This design comes from an exercise in tuning for small area, a short achievable clock period and few clock cycles per item on the open sky130 flow, not from production work.
No run shown here included a check of the RTL's function; only the layout flow was run.
Power and IR drop assume default switching activity.

**flow/run.sh**
```bash
#!/bin/bash
# synth_recipe.tcl (not shown) runs the flow's synth.tcl, then flattens the netlist and writes it again
# the make line also repeats each setting of config.mk as NAME=value (left out here)
make -C /OpenROAD-flow-scripts/flow DESIGN_CONFIG=/design/flow/config.mk WORK_HOME=/design/flow/orfs CLKGATE_MAP_FILE= SYNTH_SCRIPT=/design/flow/synth_recipe.tcl finish
```
**flow/config.mk**
```make
export PLATFORM = sky130hd
export DESIGN_NAME = pcie_cfg_rc
export DESIGN_NICKNAME = pcie_cfg_rc
export VERILOG_FILES = /design/flow/design.v
export SDC_FILE = /design/flow/constraint.sdc
export NUM_CORES = 4
export LEC_CHECK = 0
export CAP_MARGIN = 20
export CORE_MARGIN = 2
export CORE_UTILIZATION = 55
export PLACE_DENSITY = 0.7
export SETUP_SLACK_MARGIN = 4.8
export SLEW_MARGIN = 20
export TNS_END_PERCENT = 20
```
**flow/constraint.sdc**
```tcl
create_clock -name core_clock -period 8.0 [get_ports {clk}]
set_input_delay 1.6000 -clock core_clock [delete_from_list [all_inputs] [get_ports {clk}]]
set_output_delay 1.6000 -clock core_clock [all_outputs]
set_load 0.01 [all_outputs]
```
**flow/design.v**
```verilog
module pcie_cap #(
    parameter [3:0]  PORT_TYPE   = 4'h0,    
    parameter        SLOT_IMPL   = 0,
    parameter [12:0] SLOT_NUM    = 13'd0,
    parameter        FLR_HANDLER = 0,
    parameter [3:0]  MAX_SPEED   = 4'd1,
    parameter [5:0]  MAX_WIDTH   = 6'd1,
    parameter [7:0]  NEXT_PTR    = 8'h00
) (
    input  wire        clk,
    input  wire        rst,
    input  wire [14:0] rsel,
    output reg  [31:0] rd_data,
    input  wire        we,           
    input  wire [59:0] wsb,
    input  wire [31:0] wd,
    input  wire        presence_in,
    output wire        flr_fire
);
    localparam [15:0] CAPS_REG  = {7'b0, SLOT_IMPL ? 1'b1 : 1'b0, PORT_TYPE, 4'h2};
    localparam [31:0] DEVCAP    = FLR_HANDLER ? 32'h1000_0000 : 32'h0;
    localparam [31:0] LINKCAP   = {11'b0, SLOT_IMPL ? 1'b1 : 1'b0, 10'b0, MAX_WIDTH, MAX_SPEED};
    localparam [31:0] SLOTCAP   = SLOT_IMPL ? {SLOT_NUM, 19'h00060} : 32'h0;
    localparam SPW = (MAX_SPEED > 4'd7) ? 4 : (MAX_SPEED > 4'd3) ? 3 : (MAX_SPEED > 4'd1) ? 2 : 1;
    reg [14:0]    devctl;          
    reg [4:0]     linkctl_lo;      
    reg [15:6]    linkctl_hi;
    reg [3:0]     slotctl;         
    reg [15:0]    rootctl;
    reg [15:0]    devctl2;
    reg [15:4]    linkctl2_hi;
    reg [SPW-1:0] speed;           
    reg [15:0]    slotctl2;
    reg           presence;
    wire [15:0] speed16   = {{(16-SPW){1'b0}}, speed};
    wire [15:0] linkctl   = {linkctl_hi, 1'b0, linkctl_lo};
    wire [15:0] linkctl2  = {linkctl2_hi, speed16[3:0]};
    wire [15:0] linksts   = {6'b0, MAX_WIDTH, speed16[3:0]};
    wire [15:0] slotctl16 = SLOT_IMPL ? {3'b0, slotctl[3], 6'b0, slotctl[2:0], 3'b0} : 16'h0;
    wire [15:0] slotsts   = SLOT_IMPL ? {9'b0, presence, 6'b0} : 16'h0;
    wire [3:0] req_speed = wd[3:0];
    wire [3:0] new_speed = rst ? MAX_SPEED : (req_speed > MAX_SPEED) ? MAX_SPEED : req_speed;
    always @(*) begin
        rd_data = ({32{rsel[0]}}  & {CAPS_REG, NEXT_PTR, 8'h10})
                | ({32{rsel[1]}}  & DEVCAP)
                | ({32{rsel[2]}}  & {17'h0, devctl})
                | ({32{rsel[3]}}  & LINKCAP)
                | ({32{rsel[4]}}  & {linksts, linkctl})
                | ({32{rsel[5]}}  & SLOTCAP)
                | ({32{rsel[6]}}  & {slotsts, slotctl16})
                | ({32{rsel[7]}}  & {16'h0, rootctl})
                | ({32{rsel[10]}} & {16'h0, devctl2})
                | ({32{rsel[12]}} & {16'h0, linkctl2})
                | ({32{rsel[14]}} & {16'h0, slotctl2});
    end
    assign flr_fire = (FLR_HANDLER != 0) && we && wsb[4*2+1] && wd[15];
    always @(posedge clk)
        presence <= SLOT_IMPL ? presence_in : 1'b0;
    always @(posedge clk) begin
        if (rst || (we && wsb[4*2+0]))  devctl[7:0]  <= wd[7:0];
        if (rst || (we && wsb[4*2+1]))  devctl[14:8] <= wd[14:8];
        if (rst || (we && wsb[4*4+0])) begin
            linkctl_lo      <= wd[4:0];
            linkctl_hi[7:6] <= wd[7:6];
        end
        if (rst || (we && wsb[4*4+1]))  linkctl_hi[15:8] <= wd[15:8];
        if (rst || (we && wsb[4*6+0]))  slotctl[2:0] <= SLOT_IMPL ? wd[5:3] : 3'b0;
        if (rst || (we && wsb[4*6+1]))  slotctl[3]   <= SLOT_IMPL ? wd[12] : 1'b0;
        if (rst || (we && wsb[4*7+0]))  rootctl[7:0]  <= wd[7:0];
        if (rst || (we && wsb[4*7+1]))  rootctl[15:8] <= wd[15:8];
        if (rst || (we && wsb[4*10+0])) devctl2[7:0]  <= wd[7:0];
        if (rst || (we && wsb[4*10+1])) devctl2[15:8] <= wd[15:8];
        if (rst || (we && wsb[4*12+0])) begin
            linkctl2_hi[7:4] <= wd[7:4];
            speed            <= new_speed[SPW-1:0];
        end
        if (rst || (we && wsb[4*12+1])) linkctl2_hi[15:8] <= wd[15:8];
        if (rst || (we && wsb[4*14+0])) slotctl2[7:0]  <= wd[7:0];
        if (rst || (we && wsb[4*14+1])) slotctl2[15:8] <= wd[15:8];
    end
endmodule
module pcie_type1_fn #(
    parameter [15:0] VENDOR_ID   = 16'h1414,
    parameter [15:0] DEVICE_ID   = 16'h0000,
    parameter [31:0] CLASS_REV   = 32'h0604_0000,
    parameter        MULTI_FN    = 0,
    parameter [3:0]  PORT_TYPE   = 4'h4,
    parameter        SLOT_IMPL   = 0,
    parameter [12:0] SLOT_NUM    = 13'd0,
    parameter [3:0]  MAX_SPEED   = 4'd1,
    parameter [5:0]  MAX_WIDTH   = 6'd1
) (
    input  wire         clk,
    input  wire         rst,
    input  wire [32:0]  rsel,
    output wire [31:0]  rd_data,
    input  wire         we,           
    input  wire [123:0] wsb,          
    input  wire [31:0]  wd,
    input  wire         presence_in,
    output wire [7:0]   sec_bus,
    output wire [7:0]   sub_bus
);
    reg [6:0]  cmd_lo;               
    reg [2:0]  cmd_hi;               
    reg [7:0]  latency_timer;
    reg [7:0]  interrupt_line;
    reg [7:0]  primary_bus;
    reg [7:0]  secondary_bus;
    reg [7:0]  subordinate_bus;
    reg [15:0] mem_base, mem_limit, pf_base, pf_limit;
    reg [31:0] pf_base_upper, pf_limit_upper;
    assign sec_bus = secondary_bus;
    assign sub_bus = subordinate_bus;
    wire [15:0] command = {5'b0, cmd_hi, 1'b0, cmd_lo};
    wire [31:0] cap_rd;
    wire        cap_flr;
    pcie_cap #(
        .PORT_TYPE(PORT_TYPE), .SLOT_IMPL(SLOT_IMPL), .SLOT_NUM(SLOT_NUM),
        .FLR_HANDLER(0), .MAX_SPEED(MAX_SPEED), .MAX_WIDTH(MAX_WIDTH),
        .NEXT_PTR(8'h00)
    ) u_cap (
        .clk(clk), .rst(rst), .rsel(rsel[30:16]), .rd_data(cap_rd),
        .we(we), .wsb(wsb[123:64]), .wd(wd),
        .presence_in(presence_in), .flr_fire(cap_flr)
    );
    assign rd_data = cap_rd
                   | ({32{rsel[0]}}  & {DEVICE_ID, VENDOR_ID})
                   | ({32{rsel[1]}}  & {16'h0010, command})
                   | ({32{rsel[2]}}  & CLASS_REV)
                   | ({32{rsel[3]}}  & {8'h00, MULTI_FN ? 8'h81 : 8'h01, latency_timer, 8'h00})
                   | ({32{rsel[6]}}  & {8'h00, subordinate_bus, secondary_bus, primary_bus})
                   | ({32{rsel[8]}}  & {mem_limit, mem_base})
                   | ({32{rsel[9]}}  & {pf_limit, pf_base})
                   | ({32{rsel[10]}} & pf_base_upper)
                   | ({32{rsel[11]}} & pf_limit_upper)
                   | ({32{rsel[13]}} & 32'h0000_0040)
                   | ({32{rsel[15]}} & {24'h0, interrupt_line});
    always @(posedge clk) begin
        if (rst || (we && wsb[4*1+0]))  cmd_lo <= wd[6:0];
        if (rst || (we && wsb[4*1+1]))  cmd_hi <= wd[10:8];
        if (rst || (we && wsb[4*3+1]))  latency_timer <= wd[15:8];
        if (rst || (we && wsb[4*6+0]))  primary_bus <= wd[7:0];
        if (rst || (we && wsb[4*6+1]))  secondary_bus <= wd[15:8];
        if (rst || (we && wsb[4*6+2]))  subordinate_bus <= wd[23:16];
        if (rst || (we && wsb[4*8+0]))  mem_base[7:0]   <= wd[7:0];
        if (rst || (we && wsb[4*8+1]))  mem_base[15:8]  <= wd[15:8];
        if (rst || (we && wsb[4*8+2]))  mem_limit[7:0]  <= wd[23:16];
        if (rst || (we && wsb[4*8+3]))  mem_limit[15:8] <= wd[31:24];
        if (rst || (we && wsb[4*9+0]))  pf_base[7:0]    <= wd[7:0];
        if (rst || (we && wsb[4*9+1]))  pf_base[15:8]   <= wd[15:8];
        if (rst || (we && wsb[4*9+2]))  pf_limit[7:0]   <= wd[23:16];
        if (rst || (we && wsb[4*9+3]))  pf_limit[15:8]  <= wd[31:24];
        if (rst || (we && wsb[4*10+0])) pf_base_upper[7:0]    <= wd[7:0];
        if (rst || (we && wsb[4*10+1])) pf_base_upper[15:8]   <= wd[15:8];
        if (rst || (we && wsb[4*10+2])) pf_base_upper[23:16]  <= wd[23:16];
        if (rst || (we && wsb[4*10+3])) pf_base_upper[31:24]  <= wd[31:24];
        if (rst || (we && wsb[4*11+0])) pf_limit_upper[7:0]   <= wd[7:0];
        if (rst || (we && wsb[4*11+1])) pf_limit_upper[15:8]  <= wd[15:8];
        if (rst || (we && wsb[4*11+2])) pf_limit_upper[23:16] <= wd[23:16];
        if (rst || (we && wsb[4*11+3])) pf_limit_upper[31:24] <= wd[31:24];
        if (rst || (we && wsb[4*15+0])) interrupt_line <= wd[7:0];
    end
endmodule
module pcie_type0_fn #(
    parameter [15:0] VENDOR_ID   = 16'h1414,
    parameter [15:0] DEVICE_ID   = 16'h0000,
    parameter [31:0] CLASS_REV   = 32'h0000_0000,
    parameter [31:0] SUBSYS      = 32'h0000_0000,   
    parameter [63:0] BAR_LEN0    = 64'h0,           
    parameter [63:0] BAR_LEN1    = 64'h0,
    parameter [63:0] BAR_LEN2    = 64'h0,
    parameter [2:0]  INTX_PIN    = 3'd0,            
    parameter        FLR_HANDLER = 1,
    parameter [3:0]  MAX_SPEED   = 4'd1,
    parameter [5:0]  MAX_WIDTH   = 6'd1,
    parameter        RO_CAP      = 0,               
    parameter [7:0]  RO_CAP_ID   = 8'h09,
    parameter [15:0] RO_CAP_HI   = 16'h0000,        
    parameter [31:0] RO_CAP_DW1  = 32'h0
) (
    input  wire         clk,
    input  wire         rst,
    input  wire [32:0]  rsel,
    output wire [31:0]  rd_data,
    input  wire         we,           
    input  wire [123:0] wsb,          
    input  wire [31:0]  wd,
    input  wire         intx_in,
    output wire         intx_out,
    output wire         mmio_en,
    output wire         flr_fire
);
    function [63:0] pair_mask;
        input [63:0] len;
        reg   [63:0] size;
        integer      i;
        begin
            size = 64'h1000;
            for (i = 12; i < 63; i = i + 1)
                if (size < len)
                    size = size << 1;
            pair_mask = (len == 64'h0) ? 64'h0 : ~(size - 64'h1);
        end
    endfunction
    localparam [63:0] MASK01 = pair_mask(BAR_LEN0);
    localparam [63:0] MASK23 = pair_mask(BAR_LEN1);
    localparam [63:0] MASK45 = pair_mask(BAR_LEN2);
    localparam [191:0] BAR_MASKS = {MASK45, MASK23, MASK01};
    reg [6:0]   cmd_lo;              
    reg [2:0]   cmd_hi;              
    reg [7:0]   latency_timer;
    reg [7:0]   interrupt_line;
    reg [191:0] bars;                
    reg [2:0]   bar_b2;              
    reg         intx_latched;
    wire [15:0] command = {5'b0, cmd_hi, 1'b0, cmd_lo};
    wire intx_present = (INTX_PIN != 3'd0);
    assign mmio_en  = cmd_lo[1];
    assign intx_out = intx_present && intx_latched && !cmd_hi[2];
    always @(posedge clk)
        intx_latched <= intx_present ? intx_in : 1'b0;
    localparam [7:0] PCIE_NEXT = RO_CAP ? 8'h7C : 8'h00;
    wire [31:0] cap_rd;
    pcie_cap #(
        .PORT_TYPE(4'h0), .SLOT_IMPL(0), .SLOT_NUM(13'd0),
        .FLR_HANDLER(FLR_HANDLER), .MAX_SPEED(MAX_SPEED), .MAX_WIDTH(MAX_WIDTH),
        .NEXT_PTR(PCIE_NEXT)
    ) u_cap (
        .clk(clk), .rst(rst), .rsel(rsel[30:16]), .rd_data(cap_rd),
        .we(we), .wsb(wsb[123:64]), .wd(wd),
        .presence_in(1'b0), .flr_fire(flr_fire)
    );
    wire [15:0] status = {12'h001, intx_present && intx_latched, 3'b000};
    function [31:0] bar_val;
        input integer k;
        input [31:0] v;
        input        b2;
        begin
            bar_val = v & BAR_MASKS[k*32 +: 32];
            if (k % 2 == 0 && BAR_MASKS[k*32 +: 32] != 32'h0)
                bar_val[2] = b2;
        end
    endfunction
    assign rd_data = cap_rd
                   | ({32{rsel[0]}}  & {DEVICE_ID, VENDOR_ID})
                   | ({32{rsel[1]}}  & {status, command})
                   | ({32{rsel[2]}}  & CLASS_REV)
                   | ({32{rsel[3]}}  & {16'h0000, latency_timer, 8'h00})
                   | ({32{rsel[4]}}  & bar_val(0, bars[0 +: 32],   bar_b2[0]))
                   | ({32{rsel[5]}}  & bar_val(1, bars[32 +: 32],  1'b0))
                   | ({32{rsel[6]}}  & bar_val(2, bars[64 +: 32],  bar_b2[1]))
                   | ({32{rsel[7]}}  & bar_val(3, bars[96 +: 32],  1'b0))
                   | ({32{rsel[8]}}  & bar_val(4, bars[128 +: 32], bar_b2[2]))
                   | ({32{rsel[9]}}  & bar_val(5, bars[160 +: 32], 1'b0))
                   | ({32{rsel[11]}} & SUBSYS)
                   | ({32{rsel[13]}} & 32'h0000_0040)
                   | ({32{rsel[15]}} & {16'h0000, 5'b0, INTX_PIN, interrupt_line})
                   | ({32{RO_CAP && rsel[31]}} & {RO_CAP_HI, 8'h00, RO_CAP_ID})
                   | ({32{RO_CAP && rsel[32]}} & RO_CAP_DW1);
    wire wb = we && !cmd_lo[1];
    always @(posedge clk) begin
        if (rst || (we && wsb[4*1+0]))  cmd_lo <= wd[6:0];
        if (rst || (we && wsb[4*1+1]))  cmd_hi <= wd[10:8];
        if (rst || (we && wsb[4*3+1]))  latency_timer <= wd[15:8];
        if (rst || (we && wsb[4*15+0])) interrupt_line <= wd[7:0];
    end
    genvar k, b;
    generate
        for (k = 0; k < 6; k = k + 1) begin : g_bar
            for (b = 0; b < 4; b = b + 1) begin : g_byte
                always @(posedge clk)
                    if (rst || (wb && wsb[4*(k+4)+b])) bars[32*k + 8*b +: 8] <= wd[8*b +: 8];
            end
            if (k % 2 == 0) begin : g_b2
                always @(posedge clk)
                    if (rst || (wb && (|wsb[4*(k+4) +: 4]))) bar_b2[k/2] <= !rst;
            end
        end
    endgenerate
endmodule
module pcie_cfg_rc (
    input  wire        clk,
    input  wire        rst,
    input  wire        req_valid,
    output wire        req_ready,
    input  wire        req_write,
    input  wire [2:0]  req_size,      
    input  wire [27:0] req_addr,      
    input  wire [31:0] req_wdata,     
    output reg         rsp_valid,
    output reg  [31:0] rsp_rdata,
    output reg  [1:0]  rsp_err,       
    input  wire [2:0]  intx_in,       
    input  wire [3:0]  presence_in,   
    output wire [2:0]  intx_out,      
    output wire [2:0]  mmio_en,       
    output reg  [2:0]  flr            
);
    localparam RP0 = 0, RP1 = 1, USP = 2, DSP0 = 3, DSP1 = 4, EP0 = 5, EP1 = 6, EP2 = 7;
    assign req_ready = 1'b1;
    wire [1:0]  in_lane = req_addr[1:0];
    wire [9:0]  in_dw   = req_addr[11:2];
    wire in_sz1 = (req_size == 3'd1);
    wire in_sz2 = (req_size == 3'd2);
    wire in_sz4 = (req_size == 3'd4);
    wire in_size_ok  = in_sz1 || in_sz2 || in_sz4;
    wire in_align_ok = in_sz2 ? (in_lane[0] == 1'b0) :
                       in_sz4 ? (in_lane == 2'b00) : 1'b1;
    reg         q_valid, q_size_err, q_align_err, q_sz1, q_sz4;
    reg [1:0]   lane;
    reg [3:0]   be;              
    reg [31:0]  wd_lane;         
    reg [32:0]  rsel;            
    reg         err_a;           
    reg         err_b;           
    reg [30:0]  wsel;            
    reg [7:0]   bus;
    reg         bus0, df0, df1, df8;
    integer     n, m;
    always @(posedge clk) begin
        q_valid     <= req_valid && !rst;
        q_size_err  <= !in_size_ok;
        q_align_err <= !in_align_ok;
        q_sz1       <= in_sz1;
        q_sz4       <= in_sz4;
        lane        <= in_lane;
        be          <= in_sz4 ? 4'b1111 :
                       in_sz2 ? (in_lane[1] ? 4'b1100 : 4'b0011) :
                       (4'b0001 << in_lane);
        wd_lane[7:0]   <= req_wdata[7:0];
        wd_lane[15:8]  <= in_lane[0] ? req_wdata[7:0] : req_wdata[15:8];
        wd_lane[23:16] <= in_lane[1] ? req_wdata[7:0] : req_wdata[23:16];
        wd_lane[31:24] <= (in_lane == 2'd3) ? req_wdata[7:0] :
                          (in_lane == 2'd2) ? req_wdata[15:8] : req_wdata[31:24];
        for (n = 0; n < 33; n = n + 1)
            rsel[n] <= (in_dw == n);
        err_a       <= !((in_dw <= 10'd30) || (in_dw == 10'd64));
        err_b       <= !((in_dw <= 10'd32) || (in_dw == 10'd64));
        for (n = 0; n < 31; n = n + 1)
            wsel[n] <= req_valid && req_write && in_size_ok && in_align_ok && (in_dw == n);
        bus         <= req_addr[27:20];
        bus0        <= (req_addr[27:20] == 8'd0);
        df0         <= (req_addr[19:12] == 8'h00);
        df1         <= (req_addr[19:12] == 8'h01);
        df8         <= (req_addr[19:12] == 8'h08);
    end
    wire [31:0] wd = rst ? 32'h0 : wd_lane;
    reg [123:0] wsb;
    always @(*)
        for (m = 0; m < 124; m = m + 1)
            wsb[m] = wsel[m / 4] && be[m % 4];
    wire [7:0]  fn_wr;
    wire [31:0] fn_rd [0:7];
    wire [7:0]  sec [0:4];
    wire [7:0]  sub [0:4];
    wire [2:0]  ep_flr;
    pcie_type1_fn #(.DEVICE_ID(16'hC030), .CLASS_REV(32'h0604_0001), .MULTI_FN(0),
        .PORT_TYPE(4'h4), .SLOT_IMPL(1), .SLOT_NUM(13'd1),
        .MAX_SPEED(4'd4), .MAX_WIDTH(6'd16))
    u_rp0 (.clk(clk), .rst(rst), .rsel(rsel), .rd_data(fn_rd[RP0]),
        .we(fn_wr[RP0]), .wsb(wsb), .wd(wd), .presence_in(presence_in[0]),
        .sec_bus(sec[RP0]), .sub_bus(sub[RP0]));
    pcie_type1_fn #(.DEVICE_ID(16'hC030), .CLASS_REV(32'h0604_0001), .MULTI_FN(0),
        .PORT_TYPE(4'h4), .SLOT_IMPL(1), .SLOT_NUM(13'd2),
        .MAX_SPEED(4'd5), .MAX_WIDTH(6'd8))
    u_rp1 (.clk(clk), .rst(rst), .rsel(rsel), .rd_data(fn_rd[RP1]),
        .we(fn_wr[RP1]), .wsb(wsb), .wd(wd), .presence_in(presence_in[1]),
        .sec_bus(sec[RP1]), .sub_bus(sub[RP1]));
    pcie_type1_fn #(.DEVICE_ID(16'hC031), .CLASS_REV(32'h0604_0002), .MULTI_FN(0),
        .PORT_TYPE(4'h5), .SLOT_IMPL(0), .SLOT_NUM(13'd0),
        .MAX_SPEED(4'd5), .MAX_WIDTH(6'd8))
    u_usp (.clk(clk), .rst(rst), .rsel(rsel), .rd_data(fn_rd[USP]),
        .we(fn_wr[USP]), .wsb(wsb), .wd(wd), .presence_in(1'b0),
        .sec_bus(sec[USP]), .sub_bus(sub[USP]));
    pcie_type1_fn #(.DEVICE_ID(16'hC032), .CLASS_REV(32'h0604_0002), .MULTI_FN(1),
        .PORT_TYPE(4'h6), .SLOT_IMPL(1), .SLOT_NUM(13'd3),
        .MAX_SPEED(4'd5), .MAX_WIDTH(6'd4))
    u_dsp0 (.clk(clk), .rst(rst), .rsel(rsel), .rd_data(fn_rd[DSP0]),
        .we(fn_wr[DSP0]), .wsb(wsb), .wd(wd), .presence_in(presence_in[2]),
        .sec_bus(sec[DSP0]), .sub_bus(sub[DSP0]));
    pcie_type1_fn #(.DEVICE_ID(16'hC032), .CLASS_REV(32'h0604_0002), .MULTI_FN(1),
        .PORT_TYPE(4'h6), .SLOT_IMPL(1), .SLOT_NUM(13'd4),
        .MAX_SPEED(4'd3), .MAX_WIDTH(6'd4))
    u_dsp1 (.clk(clk), .rst(rst), .rsel(rsel), .rd_data(fn_rd[DSP1]),
        .we(fn_wr[DSP1]), .wsb(wsb), .wd(wd), .presence_in(presence_in[3]),
        .sec_bus(sec[DSP1]), .sub_bus(sub[DSP1]));
    pcie_type0_fn #(.DEVICE_ID(16'h00A0), .CLASS_REV(32'h0108_0201), .SUBSYS(32'h0001_1414),
        .BAR_LEN0(64'h0000_0000_0000_1000), .BAR_LEN1(64'h0000_0000_0020_0000), .BAR_LEN2(64'h0),
        .INTX_PIN(3'd1), .FLR_HANDLER(1), .MAX_SPEED(4'd4), .MAX_WIDTH(6'd4),
        .RO_CAP(0))
    u_ep0 (.clk(clk), .rst(rst), .rsel(rsel), .rd_data(fn_rd[EP0]),
        .we(fn_wr[EP0]), .wsb(wsb), .wd(wd), .intx_in(intx_in[0]), .intx_out(intx_out[0]),
        .mmio_en(mmio_en[0]), .flr_fire(ep_flr[0]));
    pcie_type0_fn #(.DEVICE_ID(16'h00B1), .CLASS_REV(32'h0200_0010), .SUBSYS(32'h0002_1414),
        .BAR_LEN0(64'h0000_0000_0000_3000), .BAR_LEN1(64'h0), .BAR_LEN2(64'h0000_0001_0000_0000),
        .INTX_PIN(3'd2), .FLR_HANDLER(1), .MAX_SPEED(4'd5), .MAX_WIDTH(6'd2),
        .RO_CAP(0))
    u_ep1 (.clk(clk), .rst(rst), .rsel(rsel), .rd_data(fn_rd[EP1]),
        .we(fn_wr[EP1]), .wsb(wsb), .wd(wd), .intx_in(intx_in[1]), .intx_out(intx_out[1]),
        .mmio_en(mmio_en[1]), .flr_fire(ep_flr[1]));
    pcie_type0_fn #(.DEVICE_ID(16'h00C2), .CLASS_REV(32'h1180_0003), .SUBSYS(32'h0003_1414),
        .BAR_LEN0(64'h0000_0000_0008_0000), .BAR_LEN1(64'h0), .BAR_LEN2(64'h0),
        .INTX_PIN(3'd0), .FLR_HANDLER(0), .MAX_SPEED(4'd3), .MAX_WIDTH(6'd1),
        .RO_CAP(1), .RO_CAP_ID(8'h09), .RO_CAP_HI(16'h0108), .RO_CAP_DW1(32'h5A5A_0001))
    u_ep2 (.clk(clk), .rst(rst), .rsel(rsel), .rd_data(fn_rd[EP2]),
        .we(fn_wr[EP2]), .wsb(wsb), .wd(wd), .intx_in(intx_in[2]), .intx_out(intx_out[2]),
        .mmio_en(mmio_en[2]), .flr_fire(ep_flr[2]));
    function le8;
        input [7:0] a;
        input [7:0] b;
        integer j, k;
        reg gt, eq_above;
        begin
            gt = 1'b0;
            for (j = 0; j < 8; j = j + 1) begin
                eq_above = 1'b1;
                for (k = j + 1; k < 8; k = k + 1)
                    eq_above = eq_above & ~(a[k] ^ b[k]);
                gt = gt | (a[j] & ~b[j] & eq_above);
            end
            le8 = ~gt;
        end
    endfunction
    function in_range;
        input [7:0] s;
        input [7:0] u;
        input [7:0] b;
        begin
            in_range = le8(s, u) && le8(s, b) && le8(b, u);
        end
    endfunction
    reg [7:0] tgt;
    always @(*) begin
        tgt = 8'h00;
        if (bus0) begin
            if (df0) tgt[RP0] = 1'b1;
            else if (df8) tgt[RP1] = 1'b1;
        end else if (in_range(sec[RP0], sub[RP0], bus)) begin
            if (bus == sec[RP0] && df0) tgt[EP0] = 1'b1;
        end else if (in_range(sec[RP1], sub[RP1], bus)) begin
            if (bus == sec[RP1]) begin
                if (df0) tgt[USP] = 1'b1;
            end else if (in_range(sec[USP], sub[USP], bus)) begin
                if (bus == sec[USP]) begin
                    if (df0) tgt[DSP0] = 1'b1;
                    else if (df1) tgt[DSP1] = 1'b1;
                end else if (in_range(sec[DSP0], sub[DSP0], bus)) begin
                    if (bus == sec[DSP0] && df0) tgt[EP1] = 1'b1;
                end else if (in_range(sec[DSP1], sub[DSP1], bus)) begin
                    if (bus == sec[DSP1] && df0) tgt[EP2] = 1'b1;
                end
            end
        end
    end
    reg [31:0] t_rd;
    reg        t_err;
    integer    i;
    always @(*) begin
        t_rd  = (|tgt) ? 32'h0 : 32'hFFFF_FFFF;
        t_err = (tgt[EP2] & err_b) | ((|tgt[EP1:RP0]) & err_a);
        for (i = 0; i < 8; i = i + 1)
            t_rd  = t_rd  | (tgt[i] ? fn_rd[i] : 32'h0);
    end
    wire        sz1 = q_sz1;
    wire        sz4 = q_sz4;
    wire [31:0] read_val;
    assign read_val[7:0]   = t_rd[8*lane +: 8];
    assign read_val[15:8]  = sz1 ? 8'h00 : (lane[1] ? t_rd[31:24] : t_rd[15:8]);
    assign read_val[31:16] = sz4 ? t_rd[31:16] : 16'h0000;
    assign fn_wr = tgt;
    always @(posedge clk) begin
        rsp_rdata <= read_val;
        rsp_err   <= q_size_err ? 2'd2 : q_align_err ? 2'd3 : t_err ? 2'd1 : 2'd0;
        if (rst) begin
            rsp_valid <= 1'b0;
            flr       <= 3'b000;
        end else begin
            rsp_valid <= q_valid;
            flr       <= {1'b0, fn_wr[EP1] & ep_flr[1], fn_wr[EP0] & ep_flr[0]};
        end
    end
endmodule
```
==> results of run 1 <==
## per-layer routing
metal / vias to the layer above / GRT usage / routed length [µm]
met4: 18 / 0.176 / 18100
met2: 4980 / 0.524 / 119000
met3: 994 / 0.120 / 42400
met5: - / 0 / 260
li1: 21500 / - / -
met1: 26800 / 0.466 / 91900
## area by class of cell
cell class	instances	area (µm²)
antenna	14	35.0
inverter	58	264
sequential	2097	61600
clock inverter	127	1370
clock buffer	241	5150
tap	1903	2380
timing repair buffer	612	5840
fill	9448	47900
multi-input combinational	2463	19500
## power by group through the flow
stage	Combinational (mW)	Sequential (mW)	Clock (mW)
floorplan	0.504	13.4	0
global placement	0.970	13.5	0
detailed placement	1.00	13.5	0
CTS	1.14	13.3	9.43
global route	1.32	13.4	9.87
finish	1.27	13.3	9.44
## how the worst max path moves through the flow
| stage | from | endpoint | slack [ns] | depth (start not counted) |
|---|---|---|---|---|
| 2_1_floorplan | rst | u_dsp0.cmd_hi[0]$_DFFE_PP_ | 4.26 | 2 |
| 3_3_place_gp | bus[6]$_DFF_P_ | u_dsp0.pf_limit[7]$_DFFE_PP_ | 2.68 | 11 |
| 3_5_place_dp | bus[4]$_DFF_P_ | u_ep1.bars[56]$_DFFE_PP_ | 2.67 | 12 |
| 4_1_cts | u_ep0.cmd_hi[2]$_DFFE_PP_ | intx_out[0] | 4.44 | 2 |
| 5_1_grt | bus[4]$_DFF_P_ | rsp_rdata[6]$_DFF_P_ | 4.21 | 14 |
| 6_report | rsel[18]$_DFF_P_ | rsp_rdata[2]$_DFF_P_ | 4.20 | 9 |
## synth_stat cells (all sizes together) (19+ instances only)
cell       n  area (µm²)
nand3    145         736
and3      19         119
nand2    183         692
a22oi    336        2520
nor2b     41         257
nand4     47         294
buf      112         469
ha       110        1380
dfxtp    145        2900
clkbuf   237         890
o21ai    303        1520
nor2     129         484
a22o     180        1580
a221oi   229        2010
nor3      48         262
edfxtp  1952       58600
a31oi     68         425
inv       55         206
a211oi    41         308
a21oi    201        1010
a222oi   124        1240
## cell families after synthesis
logic type | share of synthesized area
adders and majority gates | 0.0172
and+or+nand+nor | 0.0452
muxes | 0.00263
DFF | 0.769
other | 0.0000939
xor gates and xnor gates | 0.000110
buffers and inverters | 0.0197
AOI/OAI and AO/OA | 0.146
## layout by cell type, fill, tap and decap left out, drive strengths merged, types with 9 or more instances in the layout
master            n
and2             15
a21o             18
inv              53
o31ai            10
a222oi          124
clkinvlp         11
diode            14
mux2             16
dfxtp           145
nor3             48
nor2b            41
nand4b           11
a21oi           201
o221ai            9
nand2b           12
nand4            47
a2111oi          18
or2              11
a221oi          229
nor2            129
nor4             18
clkinv          100
a22oi           336
a31oi            68
buf             496
clkdlybuf4s50   110
o21ai           303
o22ai            15
nand2           190
bufinv           21
and3             19
nand3           145
clkbuf          243
a22o            180
ha              110
a211oi           41
edfxtp         1952
## metrics by stage
step	hold slack [ns]	instance area (µm²)	cells	setup WS [ns]	utilization
final	0.411	96100	7515	4.20	0.668
after global routing	0.421	96100	7507	4.21	0.667
after CTS	0.415	93900	7409	4.44	0.652
after detailed placement	0.406	84700	6917	2.67	0.588
after global placement	0.406	84600	6914	2.68	0.588
after floorplan	0.381	80000	4959	4.26	-
## worst max-delay path, stage by stage (launching register included)
cell and delay [ns]:
dfxtp_4 0.55, buf_6 0.32, a22o_1 0.28, a221oi_1 0.44, nand3_1 0.25, a221oi_2 0.51, o21ai_0 0.45, a221oi_1 0.44
o2bb2ai_1 0.25, a211oi_2 0.14
## what timing repair did
item / in CTS / in global routing
buffers inserted: 114 / 86
endpoints found under the hold margin: 0 / 0
cloned: 10 / 6
hold buffers: 0 / 0
gates resized for setup: 383 / 283
endpoints found under the setup margin: 1604 / 2035
pin swaps: 61 / 93
==> impl_results.md, run 1 <==
- Switching Share: 0.223
- Port Buffers: ~110
- Die Height: 385 µm
- HP Start: q_size_err$_DFF_P_
- Total chip power: approximately 24 mW
- Pleak: 32.1 nW
- CTS Buf Count: ~200
- Status: no timing/DRC/antenna violations
- Pwr Density: around 250 nW/µm²
- IO Pins: around 120
- Hold Path Stages: 1
- P&R area growth vs syn: 20.2%
- Max Root-Sink Buffers: 3
- Die span in x: between 300 and 400 µm
- First-pass GRT wire length: 370000 µm
- Clock skew: around 0.065 ns
- Slew Limit Fails: 0
- Kind of critical path: flop to flop
- Worst setup EP type: flop
- Antenna-violating nets left: 0
- NetSw: between 5 and 6 mW
- Die ar.: 148000 µm²
- Largest register by flop count: u_ep0.bars
- Largest net degree at the start of global routing: approximately 130
- Slew @ Worst Pin: 1.13 ns
- Clock share of power: 0.393
- Predominant post-synthesis flop cell: edfxtp_1
- Worst reg2reg path endpoint: rsp_rdata[2]$_DFF_P_
- Via density: 7.23
- Register area share after synthesis: 0.769
- CTS sink cnt: around 2100
- Max-cap violations: 0
- Biggest regs: u_ep0.bars: 95 flops, u_ep1.bars: 82 flops, u_ep2.bars: 45 flops
- Clock Tree Root: clkbuf_16
- Clock Latency Late Sink: roughly 0.86 ns
- Clock transition at the registers of the reported paths: 0.06 ns
- R2R Path Start: rsel[18]$_DFF_P_
- CTS tree: done
- Initial antenna violation count: 27
- Worst reg2reg setup slack: ~4.2 ns
- Critical Path AT: 4.52 ns
- Worst Hold Class: flop to flop
- Post-Syn Instances: between 4000 and 5000
- DRC viols: 0
- # setup viols final: 0
- GP Congestion: between 0.9 and 1
- VDD IR-drop max: roughly 0.00023 V
- CP Max Fanout: 39
- Crit start category: flop
- Via Count: between 50000 and 60000
- Worst Reg-to-Reg Cells: 9
- Reg power frac: 0.554
- Core footprint: about 140000 µm²
- Post-Route Setup TNS: 0 ns
- Initial Util: 0.555
- Unrepaired setup endpoints after global routing: true
- Maximum clock frequency: 263 MHz
- Max reg flops: 95
- Post-synth EDFFs: 1952
- GRT Total Usage: 0.353
- Row count: 139
- Worst rel slew slack: 0.248
- Period minus WS final: 3.80 ns
- Grt ovf: 0
- Critical Path RT: about 8.7 ns
- Combinational cell fraction of total power: 0.053
- Syn Area/Cell: about 16 µm²
- TritonRoute pass-1 iters: 9
- Synth unique cells: 83
- Final hold vios: 0
- Initial DRC count: between 9000 and 10000
- Vias in the first global route: roughly 51000
- Share of cells above drive strength 1: 0.209
- Pint: 18.7 mW
- Min-Delay Endpoint: rsp_err[0]$_SDFF_PP0_
- Fraction of registers with async set/reset: 0
- H-tree levels: 4
- Flops & latches, synth: 2097
- Mapped cell area: around 80000 µm²
- Post-DP HPWL: ~160000 µm
- Post-Route WL: about 270000 µm
- Synth warnings: 17
- Nets: around 5600
- Crit share post-route: 0.475
- Wirelength per Cell: 36.2 µm
==> run 2: changes to the inputs <==
--- a/flow/design.v
+++ b/flow/design.v
@@ -316,6 +316,6 @@
     reg         err_b;           
     reg [30:0]  wsel;            
-    reg [7:0]   bus;
-    reg         bus0, df0, df1, df8;
+    reg [7:0]   tgt;             
+    reg [7:0]   in_tgt;          
     integer     n, m;
     always @(posedge clk) begin
@@ -340,9 +340,5 @@
         for (n = 0; n < 31; n = n + 1)
             wsel[n] <= req_valid && req_write && in_size_ok && in_align_ok && (in_dw == n);
-        bus         <= req_addr[27:20];
-        bus0        <= (req_addr[27:20] == 8'd0);
-        df0         <= (req_addr[19:12] == 8'h00);
-        df1         <= (req_addr[19:12] == 8'h01);
-        df8         <= (req_addr[19:12] == 8'h08);
+        tgt         <= in_tgt;
     end
     wire [31:0] wd = rst ? 32'h0 : wd_lane;
@@ -431,23 +427,37 @@
         end
     endfunction
-    reg [7:0] tgt;
+    wire       w_sec = wsel[6] && be[1];
+    wire       w_sub = wsel[6] && be[2];
+    reg  [7:0] nsec [0:4];
+    reg  [7:0] nsub [0:4];
+    integer    f;
+    always @(*)
+        for (f = 0; f < 5; f = f + 1) begin
+            nsec[f] = rst ? 8'h00 : (tgt[f] && w_sec) ? wd_lane[15:8]  : sec[f];
+            nsub[f] = rst ? 8'h00 : (tgt[f] && w_sub) ? wd_lane[23:16] : sub[f];
+        end
+    wire [7:0] bus  = req_addr[27:20];
+    wire       bus0 = (req_addr[27:20] == 8'd0);
+    wire       df0  = (req_addr[19:12] == 8'h00);
+    wire       df1  = (req_addr[19:12] == 8'h01);
+    wire       df8  = (req_addr[19:12] == 8'h08);
     always @(*) begin
-        tgt = 8'h00;
+        in_tgt = 8'h00;
         if (bus0) begin
-            if (df0) tgt[RP0] = 1'b1;
-            else if (df8) tgt[RP1] = 1'b1;
-        end else if (in_range(sec[RP0], sub[RP0], bus)) begin
-            if (bus == sec[RP0] && df0) tgt[EP0] = 1'b1;
-        end else if (in_range(sec[RP1], sub[RP1], bus)) begin
-            if (bus == sec[RP1]) begin
-                if (df0) tgt[USP] = 1'b1;
-            end else if (in_range(sec[USP], sub[USP], bus)) begin
-                if (bus == sec[USP]) begin
-                    if (df0) tgt[DSP0] = 1'b1;
-                    else if (df1) tgt[DSP1] = 1'b1;
-                end else if (in_range(sec[DSP0], sub[DSP0], bus)) begin
-                    if (bus == sec[DSP0] && df0) tgt[EP1] = 1'b1;
-                end else if (in_range(sec[DSP1], sub[DSP1], bus)) begin
-                    if (bus == sec[DSP1] && df0) tgt[EP2] = 1'b1;
+            if (df0) in_tgt[RP0] = 1'b1;
+            else if (df8) in_tgt[RP1] = 1'b1;
+        end else if (in_range(nsec[RP0], nsub[RP0], bus)) begin
+            if (bus == nsec[RP0] && df0) in_tgt[EP0] = 1'b1;
+        end else if (in_range(nsec[RP1], nsub[RP1], bus)) begin
+            if (bus == nsec[RP1]) begin
+                if (df0) in_tgt[USP] = 1'b1;
+            end else if (in_range(nsec[USP], nsub[USP], bus)) begin
+                if (bus == nsec[USP]) begin
+                    if (df0) in_tgt[DSP0] = 1'b1;
+                    else if (df1) in_tgt[DSP1] = 1'b1;
+                end else if (in_range(nsec[DSP0], nsub[DSP0], bus)) begin
+                    if (bus == nsec[DSP0] && df0) in_tgt[EP1] = 1'b1;
+                end else if (in_range(nsec[DSP1], nsub[DSP1], bus)) begin
+                    if (bus == nsec[DSP1] && df0) in_tgt[EP2] = 1'b1;
                 end
             end
==> impl_results.md, run 2 <==
- Status: no timing/DRC/antenna violations
- Hold Path Stages: 1
- HP Start: q_size_err$_DFF_P_
- VDD IR-drop max: 0.000228 V
- Initial antenna violation count: 16
- Clock Tree Root: clkbuf_16
- Max Root-Sink Buffers: 3
- Register area: ~62000 µm²
- Post-Syn Instances: about 5200
- Antenna-violating nets left: 0
- Grt ovf: 0
- Synth warnings: 21
- Largest family of logic cells by synthesized area: compound AO/OA/AOI/OAI gates
- CTS Buf Count: slightly below 200
- Clock transition at the registers of the reported paths: 0.06 ns
- Placed Area: around 84000 µm²
- Maximum clock frequency: ~290 MHz
- Synth Area in Compound Gates: 0.130
- Pleak: between 30 and 40 nW
- Post-synth EDFFs: approximately 2000
- CP top delay family: simple AND/OR/NAND/NOR gates
- Predominant post-synthesis flop cell: edfxtp_1
- Synth unique cells: between 60 and 70
- Crit start category: flop
- Max-cap violations: 0
- Via Count: 53400
- Adder-cell area share of the yosys netlist: 0.0172
- Syn Area/Cell: around 16 µm²
- Slew Limit Fails: 0
- Row count: between 100 and 150
- Post-synth top cells: edfxtp_1, nand2_1, a22oi_1
- Synth Area in XOR/XNOR: 0.000108
- Unrepaired setup endpoints after global routing: true
- Mapped cell area: approximately 81000 µm²
- Period minus WS final: roughly 3.5 ns
- GRT Total Usage: 0.341
- IO Pins: roughly 120
- Worst rel slew slack: 0.153
- Min-Delay Endpoint: rsp_err[0]$_SDFF_PP0_
- Kind of critical path: flop to flop
- Initial Util: 0.554
- Critical Path RT: a little under 9 ns
- H-tree levels: 4
- Worst reg2reg setup slack: 4.53 ns
- Critical path's slowest cell: dfxtp_4
- Vias in the first global route: ~50000
- Post-Route Setup TNS: 0 ns
- Worst Reg-to-Reg Cells: 7
- Die Height: just under 400 µm
- Share of cells above drive strength 1: 0.131
- Synth top area cells: edfxtp_1, a22oi_1, dfxtp_1
- Die span in x: 387 µm
- CTS tree: done
- Largest register by flop count: u_ep0.bars
- Area of the multi-input gates: ~18000 µm²
- Clock skew: 0.0612 ns
- Wirelength per Cell: 36.0 µm
- Port Buffers: ~110
- Most common cell in the synthesized netlist: edfxtp_1
- WP buf/inv: 1
- Worst reg2reg path endpoint: rsp_rdata[2]$_DFF_P_
- Max reg flops: 95
- Synth Area in Simple Gates: 0.0655
- Flops & latches, synth: roughly 2100
- Post-Route WL: roughly 270000 µm
- Hold_ws: between 0.4 and 0.5 ns
- Crit share post-route: 0.433
- Worst setup EP type: flop
- # setup viols final: 0
- CTS sink cnt: roughly 2100
- Design area: about 93000 µm²
- CP peak stage delay: approximately 0.53 ns
- GP Congestion: just over 0.9
- First-pass GRT wire length: approximately 360000 µm
- CP Max Fanout: 60
- Slew @ Worst Pin: 1.27 ns
- Cell Chain, Critical Path: bufbuf_16 > a22o_1 > a221oi_1 > nand3_1 > a21oi_1 > nand4_1 > and3_2
- Nets: ~5500
- Yosys top cell by area: edfxtp_1
- Worst Hold Class: flop to flop
- Clock Latency Late Sink: approximately 0.86 ns
- Core footprint: 146000 µm²
- Pwr Density: approximately 250 nW/µm²
- Via density: just over 7
- TritonRoute pass-1 iters: 9
- Final hold vios: 0
- FILL cells: slightly above 10000
- Die ar.: about 150000 µm²
- Register area share after synthesis: 0.761
- Post-synthesis mux area share: 0.00386
- Hold_buf cts: 0
- Critical Path AT: approximately 4.2 ns
- DRC viols: 0
- Fraction of registers with async set/reset: 0
- Most frequent cells in the layout: edfxtp_1, nand2_1, a22oi_1, nand3_1, clkbuf_16
- Biggest regs: u_ep0.bars: 95 flops, u_ep1.bars: 82 flops, u_ep2.bars: 45 flops
- Largest net degree at the start of global routing: 144
- Synth top area share: 0.726
- Post-DP HPWL: 150000 µm
- P&R area growth vs syn: 15.1%
- Commonest non-fill, non-tap cell in the layout: edfxtp_1
- R2R Path Start: rsel[10]$_DFF_P_
- Initial DRC count: just over 10000
-- run 2: cell count changes after synthesis, sizes merged, moves of 24 or more --
cell and change:
o22a +36, o22ai +24, buf +87, nand2 +305, a22oi +62, nand3 +94, o21ai -228, clkbuf -27
a221oi -43
-- run 2: stage by stage --
step	cells	setup slack, ns	power (mW)	utilization
after floorplan	5207	4.07	13.8	-
after global placement	6940	2.84	14.2	0.576
after detailed placement	6940	2.75	14.3	0.576
after CTS	7358	4.63	23.4	0.629
after global routing	7428	4.61	24.1	0.637
final	7434	4.53	23.6	0.638
-- run 2: cells by family after synthesis --
group                    count (synthesis)
other                                    2
multiplexers                            28
flip-flops                            2093
XOR/XNOR                                 1
AND/OR/NAND/NOR                       1133
adder cells (fa/ha/maj)                111
buffers and inverters                  450
AO/OA/AOI/OAI                         1388
-- run 2: layer usage --
| metal | GRT usage | part of all wire |
|---|---|---|
| met5 | 0 | 0.00014 |
| met4 | 0.174 | 0.058 |
| met3 | 0.110 | 0.16 |
| met2 | 0.499 | 0.44 |
| met1 | 0.460 | 0.34 |
-- run 2: final cells by class --
class	count	share of cell area
multi-input cells	2669	0.198
flip-flops and latches	2093	0.662
clock buffers	259	0.0581
clock inverters	111	0.0109
inverters	41	0.00199
well taps	1917	0.0258
repair buffers	332	0.0424
diodes	12	0.000323
-- run 2: worst max-delay path by stage --
stage / start / endpoint / slack (ns) / cells past startpoint
6_report: rsel[10]$_DFF_P_ / rsp_rdata[2]$_DFF_P_ / 4.53 / 7
5_1_grt: rst / tgt[6]$_SDFF_PP0_ / 4.61 / 12
4_1_cts: rsel[11]$_DFF_P_ / rsp_rdata[11]$_SDFF_PP0_ / 4.63 / 7
3_5_place_dp: rst / tgt[6]$_SDFF_PP0_ / 2.75 / 12
3_3_place_gp: rst / tgt[6]$_SDFF_PP0_ / 2.84 / 12
2_1_floorplan: rst / tgt[7]$_SDFF_PP0_ / 4.07 / 13
-- run 2: repair_timing --
| item | CTS | global route |
|---|---|---|
| gates cloned | 15 | 12 |
| pin swaps | 16 | 31 |
| gates resized for setup | 172 | 115 |
| setup buffers | 33 | 52 |
| endpoints found under the setup margin | 1802 | 118 |
-- run 2: report_power, final --
group | internal (mW) | leakage, nW | switching, mW
Combinational | 0.286 | 8.06 | 0.750
Sequential | 12.9 | 20.0 | 0.298
Clock | 5.16 | 3.12 | 4.12
Total | 18.4 | 31.2 | 5.16
==> run 3: changes to the inputs <==
--- a/flow/config.mk
+++ b/flow/config.mk
@@ -9,4 +9,6 @@
 export CORE_MARGIN = 2
 export CORE_UTILIZATION = 55
+export CTS_CLUSTER_DIAMETER = 120
+export CTS_CLUSTER_SIZE = 30
 export PLACE_DENSITY = 0.7
 export SETUP_SLACK_MARGIN = 4.8
==> impl_results.md, run 3 <==
- Pleak: roughly 30 nW
- FILL cells: roughly 11000
- Placed Area: around 84000 µm²
- Design area: about 89000 µm²
- Synth unique cells: 67
- Post-synth top cells: edfxtp_1, nand2_1, a22oi_1
- Post-synth EDFFs: 1952
- # setup viols final: 0
- Via density: between 7 and 8
- P&R area growth vs syn: 10.7%
- Most numerous cell on the critical path: buf_16
- Worst reg2reg path endpoint: rsp_rdata[6]$_DFF_P_
- Post-Route Setup TNS: 0 ns
- Slew Limit Fails: 0
- Worst rel slew slack: 0.130
- Slew @ Worst Pin: 1.30 ns
- Antenna-violating nets left: 0
- Max reg flops: 95
- Unrepaired setup endpoints after global routing: true
- Commonest non-fill, non-tap cell in the layout: edfxtp_1
- Fraction of registers with async set/reset: 0
- Clock Latency Late Sink: about 0.74 ns
- Worst setup EP type: flop
- Clock Tree Root: clkbuf_16
- Predominant post-synthesis flop cell: edfxtp_1
- Flops & latches, synth: roughly 2100
- Worst reg2reg setup slack: 4.66 ns
- Hold Path Stages: 1
- Worst Reg-to-Reg Cells: 7
- Yosys top cell by area: edfxtp_1
- Cell Chain, Critical Path: buf_16 > buf_16 > nor2b_4 > buf_4 > mux2_2 > o21bai_1 > a211oi_2 > o211ai_1 > nor4_2 > and4_1
- Share of cells above drive strength 1: 0.108
- Critical path's slowest cell: nor2b_4
- Area of the multi-input gates: 18700 µm²
- Final core area utilization: 0.614
- First-pass GRT wire length: ~360000 µm
- GRT Total Usage: 0.337
- Most common cell in the synthesized netlist: edfxtp_1
- Clock skew: around 0.032 ns
- Die Height: slightly below 400 µm
- Synth top area share: 0.726
- Nets: about 5400
- Die ar.: 150000 µm²
- CTS sink cnt: about 2100
- Port Buffers: 114
- Vias in the first global route: slightly below 50000
- Wirelength per Cell: 36.7 µm
- GP Congestion: around 0.9
- TritonRoute pass-1 iters: 10
- Crit share post-route: 0.422
- Row count: 140
- Synth warnings: 21
- DRC viols: 0
- CP top delay family: simple AND/OR/NAND/NOR gates
- CP Max Fanout: 18
- Post-DP HPWL: approximately 150000 µm
- Kind of critical path: input pin to flop
- Crit start category: input pin
- CP peak stage delay: 0.45 ns
- Syn Area/Cell: around 16 µm²
- Clock transition at the registers of the reported paths: between 0.1 and 0.15 ns
- Core footprint: between 100000 and 150000 µm²
- IO Pins: about 120
- Largest net degree at the start of global routing: approximately 140
- WP buf/inv: 3
- Post-Syn Instances: between 5000 and 6000
- Initial DRC count: 9968
- Initial Util: 0.554
- Largest register by flop count: u_ep0.bars
- Min-Delay Endpoint: rsp_err[0]$_SDFF_PP0_
- HP Start: q_size_err$_DFF_P_
- Initial antenna violation count: 21
- Mapped cell area: just over 80000 µm²
- Pwr Density: approximately 220 nW/µm²
- Post-Route WL: between 200000 and 300000 µm
- Synth top area cells: edfxtp_1, a22oi_1, dfxtp_1
- CTS Buf Count: 80
- Die span in x: just under 400 µm
- CTS tree: done
- Final hold vios: 0
- Critical Path AT: ~4 ns
- Worst Hold Class: flop to flop
- Maximum clock frequency: ~300 MHz
- Status: no timing/DRC/antenna violations
- Grt ovf: 0
- Critical Path RT: between 8 and 9 ns
- Most frequent cells in the layout: edfxtp_1, nand2_1, a22oi_1, nand3_1, a21oi_1
- Register area share after synthesis: 0.761
- Via Count: ~53000
- Max-cap violations: 0
- Register area: around 62000 µm²
- H-tree levels: 3
- Max Root-Sink Buffers: 3
- VDD IR-drop max: slightly above 0.0002 V
- R2R Path Start: rsel[1]$_DFF_P_
- Biggest regs: u_ep0.bars: 95 flops, u_ep1.bars: 82 flops, u_ep2.bars: 45 flops
- Period minus WS final: approximately 3.4 ns
-- run 3: cell counts after synthesis --
No cell type changed its count.
-- run 3: per-layer routing --
| metal | share of wire | GRT usage | vias up | wire (µm) |
|---|---|---|---|---|
| li1 | - | - | 21000 | - |
| met1 | 0.35 | 0.459 | 26100 | 91700 |
| met2 | 0.44 | 0.496 | 4622 | 115000 |
| met3 | 0.16 | 0.102 | 735 | 42300 |
| met4 | 0.057 | 0.168 | 18 | 15200 |
| met5 | 0.00056 | 0 | - | 149 |
-- run 3: worst max path at each step --
| stage | startpoint | end | slack [ns] | depth (start not counted) |
|---|---|---|---|---|
| floorplan | rst | tgt[7]$_SDFF_PP0_ | 4.07 | 13 |
| global placement | rst | tgt[6]$_SDFF_PP0_ | 2.84 | 12 |
| detailed placement | rst | tgt[6]$_SDFF_PP0_ | 2.75 | 12 |
| CTS | u_ep0.cmd_lo[1]$_DFFE_PP_ | mmio_en[0] | 4.64 | 1 |
| global route | rst | tgt[6]$_SDFF_PP0_ | 4.54 | 11 |
| finish | rst | tgt[6]$_SDFF_PP0_ | 4.62 | 10 |
-- run 3: through the flow --
stage / cells / hold slack [ns] / power [mW] / worst slack (ns)
final: 7208 / 0.425 / 19.5 / 4.62
after global routing: 7199 / 0.450 / 19.9 / 4.54
after CTS: 7160 / 0.427 / 19.4 / 4.64
after detailed placement: 6940 / 0.406 / 14.3 / 2.75
after global placement: 6940 / 0.410 / 14.2 / 2.84
after floorplan: 5207 / 0.384 / 13.8 / 4.07
-- run 3: worst register-to-register path: stages, from the launching register on --
cell and delay [ns]:
dfxtp_4 0.55, buf_4 0.42, a222oi_1 0.44, nand3_1 0.16, o21ai_0 0.47, nand4_1 0.50, nor4_4 0.52, a211oi_1 0.10
-- run 3: what timing repair did --
item / CTS / global route
setup endpoints to repair: 1979 / 595
gates resized for setup: 213 / 116
setup buffers: 64 / 27
hold buffers: 0 / 0
pin swaps: 25 / 42
cloned: 25 / 6
-- run 3: final cells by class --
cell class	count	area share
flip-flops and latches	2093	0.688
well taps	1917	0.0268
diodes	14	0.000392
clock buffers	122	0.0244
inverters	41	0.00211
repair buffers	343	0.0478
clock inverters	9	0.00148
multi-input cells	2669	0.209
-- run 3: report_power, final --
part | internal [mW] | switching (mW) | leakage, nW
clock network | 1.95 | 3.24 | 1.11
logic | 0.321 | 0.759 | 8.26
registers | 12.9 | 0.296 | 20.0
-- run 3: cells by family (layout without fill, tap and decap cells) --
logic type                 Yosys count  after routing  share of synthesized area
and+or+nand+nor                   1133           1138                     0.0655
buffers and inverters              450            515                     0.0228
xor gates and xnor gates             1              1                   0.000108
adders and majority gates          111            111                     0.0172
DFF                               2093           2093                      0.761
AOI/OAI and AO/OA                 1388           1388                      0.130
other                                2             17                  0.0000930
muxes                               28             28                    0.00386
==> run 4: changes to the inputs <==
--- a/flow/design.v
+++ b/flow/design.v
@@ -188,6 +188,6 @@
     input  wire [31:0]  wd,
     input  wire         intx_in,
-    output wire         intx_out,
-    output wire         mmio_en,
+    output wire         intx_out,     
+    output wire         mmio_en,      
     output wire         flr_fire
 );
@@ -217,6 +217,6 @@
     wire [15:0] command = {5'b0, cmd_hi, 1'b0, cmd_lo};
     wire intx_present = (INTX_PIN != 3'd0);
-    assign mmio_en  = cmd_lo[1];
-    assign intx_out = intx_present && intx_latched && !cmd_hi[2];
+    assign mmio_en  = cmd_lo[1] && !rst;
+    assign intx_out = intx_present && intx_in && (rst || !cmd_hi[2]);
     always @(posedge clk)
         intx_latched <= intx_present ? intx_in : 1'b0;
@@ -352,4 +352,5 @@
     wire [7:0]  sub [0:4];
     wire [2:0]  ep_flr;
+    wire [2:0]  ep_intx, ep_mmio;    
     pcie_type1_fn #(.DEVICE_ID(16'hC030), .CLASS_REV(32'h0604_0001), .MULTI_FN(0),
         .PORT_TYPE(4'h4), .SLOT_IMPL(1), .SLOT_NUM(13'd1),
@@ -387,6 +388,6 @@
         .RO_CAP(0))
     u_ep0 (.clk(clk), .rst(rst), .rsel(rsel), .rd_data(fn_rd[EP0]),
-        .we(fn_wr[EP0]), .wsb(wsb), .wd(wd), .intx_in(intx_in[0]), .intx_out(intx_out[0]),
-        .mmio_en(mmio_en[0]), .flr_fire(ep_flr[0]));
+        .we(fn_wr[EP0]), .wsb(wsb), .wd(wd), .intx_in(intx_in[0]), .intx_out(ep_intx[0]),
+        .mmio_en(ep_mmio[0]), .flr_fire(ep_flr[0]));
     pcie_type0_fn #(.DEVICE_ID(16'h00B1), .CLASS_REV(32'h0200_0010), .SUBSYS(32'h0002_1414),
         .BAR_LEN0(64'h0000_0000_0000_3000), .BAR_LEN1(64'h0), .BAR_LEN2(64'h0000_0001_0000_0000),
@@ -394,6 +395,6 @@
         .RO_CAP(0))
     u_ep1 (.clk(clk), .rst(rst), .rsel(rsel), .rd_data(fn_rd[EP1]),
-        .we(fn_wr[EP1]), .wsb(wsb), .wd(wd), .intx_in(intx_in[1]), .intx_out(intx_out[1]),
-        .mmio_en(mmio_en[1]), .flr_fire(ep_flr[1]));
+        .we(fn_wr[EP1]), .wsb(wsb), .wd(wd), .intx_in(intx_in[1]), .intx_out(ep_intx[1]),
+        .mmio_en(ep_mmio[1]), .flr_fire(ep_flr[1]));
     pcie_type0_fn #(.DEVICE_ID(16'h00C2), .CLASS_REV(32'h1180_0003), .SUBSYS(32'h0003_1414),
         .BAR_LEN0(64'h0000_0000_0008_0000), .BAR_LEN1(64'h0), .BAR_LEN2(64'h0),
@@ -401,6 +402,6 @@
         .RO_CAP(1), .RO_CAP_ID(8'h09), .RO_CAP_HI(16'h0108), .RO_CAP_DW1(32'h5A5A_0001))
     u_ep2 (.clk(clk), .rst(rst), .rsel(rsel), .rd_data(fn_rd[EP2]),
-        .we(fn_wr[EP2]), .wsb(wsb), .wd(wd), .intx_in(intx_in[2]), .intx_out(intx_out[2]),
-        .mmio_en(mmio_en[2]), .flr_fire(ep_flr[2]));
+        .we(fn_wr[EP2]), .wsb(wsb), .wd(wd), .intx_in(intx_in[2]), .intx_out(ep_intx[2]),
+        .mmio_en(ep_mmio[2]), .flr_fire(ep_flr[2]));
     function le8;
         input [7:0] a;
@@ -473,20 +474,41 @@
             t_rd  = t_rd  | (tgt[i] ? fn_rd[i] : 32'h0);
     end
-    wire        sz1 = q_sz1;
-    wire        sz4 = q_sz4;
-    wire [31:0] read_val;
-    assign read_val[7:0]   = t_rd[8*lane +: 8];
-    assign read_val[15:8]  = sz1 ? 8'h00 : (lane[1] ? t_rd[31:24] : t_rd[15:8]);
-    assign read_val[31:16] = sz4 ? t_rd[31:16] : 16'h0000;
     assign fn_wr = tgt;
+    reg [31:0] r_rd;
+    reg [1:0]  r_lane, r_err;
+    reg        r_sz1, r_sz4, r_valid;
+    reg [1:0]  r_flr;
+    always @(posedge clk) begin
+        r_rd   <= t_rd;
+        r_lane <= lane;
+        r_sz1  <= q_sz1;
+        r_sz4  <= q_sz4;
+        r_err  <= q_size_err ? 2'd2 : q_align_err ? 2'd3 : t_err ? 2'd1 : 2'd0;
+        if (rst) begin
+            r_valid <= 1'b0;
+            r_flr   <= 2'b00;
+        end else begin
+            r_valid <= q_valid;
+            r_flr   <= {fn_wr[EP1] & ep_flr[1], fn_wr[EP0] & ep_flr[0]};
+        end
+    end
+    wire [31:0] read_val;
+    assign read_val[7:0]   = r_rd[8*r_lane +: 8];
+    assign read_val[15:8]  = r_sz1 ? 8'h00 : (r_lane[1] ? r_rd[31:24] : r_rd[15:8]);
+    assign read_val[31:16] = r_sz4 ? r_rd[31:16] : 16'h0000;
+    reg [2:0] intx_q, mmio_q;
+    assign intx_out = intx_q;
+    assign mmio_en  = mmio_q;
     always @(posedge clk) begin
+        intx_q    <= ep_intx;
+        mmio_q    <= ep_mmio;
         rsp_rdata <= read_val;
-        rsp_err   <= q_size_err ? 2'd2 : q_align_err ? 2'd3 : t_err ? 2'd1 : 2'd0;
+        rsp_err   <= r_err;
         if (rst) begin
             rsp_valid <= 1'b0;
             flr       <= 3'b000;
         end else begin
-            rsp_valid <= q_valid;
-            flr       <= {1'b0, fn_wr[EP1] & ep_flr[1], fn_wr[EP0] & ep_flr[0]};
+            rsp_valid <= r_valid;
+            flr       <= {1'b0, r_flr};
         end
     end
--- a/flow/config.mk
+++ b/flow/config.mk
@@ -9,6 +9,4 @@
 export CORE_MARGIN = 2
 export CORE_UTILIZATION = 55
-export CTS_CLUSTER_DIAMETER = 120
-export CTS_CLUSTER_SIZE = 30
 export PLACE_DENSITY = 0.7
 export SETUP_SLACK_MARGIN = 4.8
==> impl_results.md, run 4 <==
- GRT Total Usage: 0.337
- Grt ovf: 0
- Die Height: ~390 µm
- # setup viols final: 0
- Design area: a little over 90000 µm²
- VDD IR-drop max: about 0.00021 V
- Final hold vios: 0
- Status: no timing/DRC/antenna violations
- Vias in the first global route: roughly 49000
- Register area share after synthesis: 0.764
- Via density: between 7 and 8
- Syn Area/Cell: roughly 16 µm²
- Slew Limit Fails: 0
- H-tree levels: 4
- DRC viols: 0
- CTS tree: done
- First-pass GRT wire length: between 300000 and 400000 µm
- Crit share post-route: 0.438
- Fraction of registers with async set/reset: 0
- TritonRoute pass-1 iters: 8
- Clock Tree Root: clkbuf_16
- Unrepaired setup endpoints after global routing: true
- Final core area utilization: 0.633
- Antenna-violating nets left: 0
- Clock Latency Late Sink: between 0.8 and 0.9 ns
- Max reg flops: 95
- Die ar.: about 150000 µm²
- CTS Buf Count: ~200
- Post-Route Setup TNS: 0 ns
- Worst setup EP type: flop
- Synth top area share: 0.718
- Row count: ~140
- Maximum clock frequency: between 200 and 300 MHz
- Kind of critical path: input pin to flop
- Synth unique cells: approximately 70
- Die span in x: roughly 400 µm
- IO Pins: around 120
- Commonest non-fill, non-tap cell in the layout: edfxtp_1
- Slew @ Worst Pin: roughly 1.2 ns
- Post-synth EDFFs: between 1500 and 2000
- Port Buffers: 114
- Initial DRC count: just under 10000
- Register area: around 62000 µm²
- Critical Path AT: between 4 and 5 ns
- Worst rel slew slack: 0.204
- Largest net degree at the start of global routing: 140
- Mapped cell area: about 82000 µm²
- FILL cells: about 10000
- Clock skew: between 0.04 and 0.05 ns
- Largest register by flop count: u_ep0.bars
- Post-synth top cells: edfxtp_1, nand2_1, a22oi_1
- Post-Route WL: 267000 µm
- Critical Path RT: 8.71 ns
- Core footprint: 147000 µm²
- Synth top area cells: edfxtp_1, dfxtp_1, a22oi_1
- Max Root-Sink Buffers: 3
- Biggest regs: u_ep0.bars: 95 flops, u_ep1.bars: 82 flops, u_ep2.bars: 45 flops
- Hold_buf cts: 0
- CTS sink cnt: between 2000 and 2500
- Period minus WS final: around 3.5 ns
- Max-cap violations: 0
- Most frequent cells in the layout: edfxtp_1, nand2_1, a22oi_1, nand3_1, a221oi_1
- CP Max Fanout: 5
- Post-DP HPWL: approximately 150000 µm
- Predominant post-synthesis flop cell: edfxtp_1
- Initial antenna violation count: 13
- Pwr Density: 257 nW/µm²
- P&R area growth vs syn: 14.3%
- Pleak: about 32 nW
- Post-Syn Instances: 5218
- Most common cell in the synthesized netlist: edfxtp_1
- Initial Util: 0.554
- Via Count: ~53000
- Yosys top cell by area: edfxtp_1
- Crit start category: input pin
- GP Congestion: around 0.89
- Share of cells above drive strength 1: 0.116
- Nets: roughly 5500
- Wirelength per Cell: approximately 36 µm
- Area of the multi-input gates: 18200 µm²
- Total chip power: about 24 mW
- Clock transition at the registers of the reported paths: around 0.06 ns
- Placed Area: about 85000 µm²
- Synth warnings: 21
- Flops & latches, synth: roughly 2100
- Worst Hold Class: flop to flop
-- run 4: cell type report --
| type | count | share of cell area |
|---|---|---|
| sequential | 2139 | 0.669 |
| multi-input combinational | 2646 | 0.195 |
| clock buffer | 262 | 0.0580 |
| timing repair buffer | 310 | 0.0388 |
| tap | 1930 | 0.0259 |
| clock inverter | 105 | 0.0114 |
| inverter | 31 | 0.00146 |
| antenna | 5 | 0.000134 |
-- run 4: report_power, final --
| group | internal, mW | total, mW | switching (mW) |
|---|---|---|---|
| Combinational | 0.294 | 1.05 | 0.754 |
| Sequential | 13.2 | 13.5 | 0.318 |
| Clock | 5.32 | 9.45 | 4.14 |
| Total | 18.8 | 24.0 | 5.21 |
-- run 4: metrics by stage --
| step | std cells | hold slack [ns] | setup slack [ns] |
|---|---|---|---|
| 6_report | 7428 | 0.330 | 4.50 |
| 3_5_place_dp | 6961 | 0.314 | 2.56 |
| 5_1_grt | 7426 | 0.341 | 4.46 |
| 4_1_cts | 7386 | 0.332 | 4.51 |
| 2_1_floorplan | 5219 | 0.310 | 3.77 |
| 3_3_place_gp | 6961 | 0.310 | 2.57 |
-- run 4: cell families (layout without fill, tap and decap cells) --
family | after synthesis | count (layout) | synth area share
AOI/OAI and AO/OA | 1286 | 1286 | 0.124
xor gates and xnor gates | 1 | 1 | 0.000107
adders and majority gates | 110 | 110 | 0.0169
buffers and inverters | 438 | 708 | 0.0206
muxes | 42 | 42 | 0.00664
and+or+nand+nor | 1200 | 1204 | 0.0678
DFF | 2139 | 2139 | 0.764
other | 2 | 8 | 0.0000920
-- run 4: critical path, cell delays in order --
cell	delay, ns
buf_16	0.14
buf_16	0.15
nor2b_4	0.15
buf_12	0.15
o22ai_4	0.09
ha_1	0.32
a22o_1	0.19
nor4_2	0.15
o2111a_1	0.21
nand4_1	0.19
or4_4	0.57
nor4b_4	0.26
-- run 4: metal layers --
metal / vias up / GRT usage / wire length [µm]
li1: 21400 / - / -
met1: 26200 / 0.454 / 92700
met2: 4452 / 0.508 / 120000
met3: 727 / 0.0875 / 38200
met4: 12 / 0.179 / 16200
met5: - / 0 / 67
-- run 4: path summary, 6_finish.rpt --
kind	end	slack, ns	cells after the start	start
setup / recovery	tgt[4]$_SDFF_PP0_	4.50	12	rst
hold / removal	r_sz1$_DFF_P_	0.33	0	q_sz1$_DFF_P_
setup reg to reg	r_rd[3]$_DFF_P_	4.50	7	rsel[22]$_DFF_P_
hold reg to reg	r_sz1$_DFF_P_	0.33	0	q_sz1$_DFF_P_
-- run 4: timing repair --
item | 4_1_cts | 5_1_grt
gates resized for setup | 107 | 74
cloned | 18 | 8
endpoints found under the setup margin | 1029 | 513
setup buffers | 40 | 29
pin swaps | 8 | 17

## re-timing with driven ports
No port has a modelled driver above. Below, the same layouts with a new extraction and two added sets of constraints.
Step 1 assumes that a clkbuf_16 drives the clock port and a buf_2 every other input.
Step 2 adds t to the input delays and takes it off the output delays; t is the mean of the earliest and latest rising clock arrival at the registers after step 1. Input paths then give back, and output paths get back, about the clock's delay inside the block.
Slacks: no drivers / after step 1 / after step 2; pairs: no drivers / after step 1.
| run | shift t [ns] | setup slack, ns | hold WS [ns] | clock arrival spread, ns | pins driven straight from the clock port |
|---|---|---|---|---|---|
| run 1 | 0.912 | 4.199 / 4.199 / 3.667 | 0.411 / 0.411 / 0.411 | 0.065 / 0.065 | 1 |
| run 2 | 0.906 | 4.532 / 4.521 / 3.615 | 0.415 / 0.415 / 0.415 | 0.066 / 0.066 | 1 |
| run 3 | 0.812 | 4.622 / 4.458 / 3.646 | 0.425 / 0.425 / 0.425 | 0.041 / 0.042 | 1 |
| run 4 | 0.912 | 4.496 / 4.269 / 3.357 | 0.330 / 0.330 / 0.330 | 0.049 / 0.050 | 1 |
After both steps every run listed still meets setup and hold. The setup slack of run 4, which loses most, moves by -0.227 ns with the drivers and by -1.139 ns with both steps.
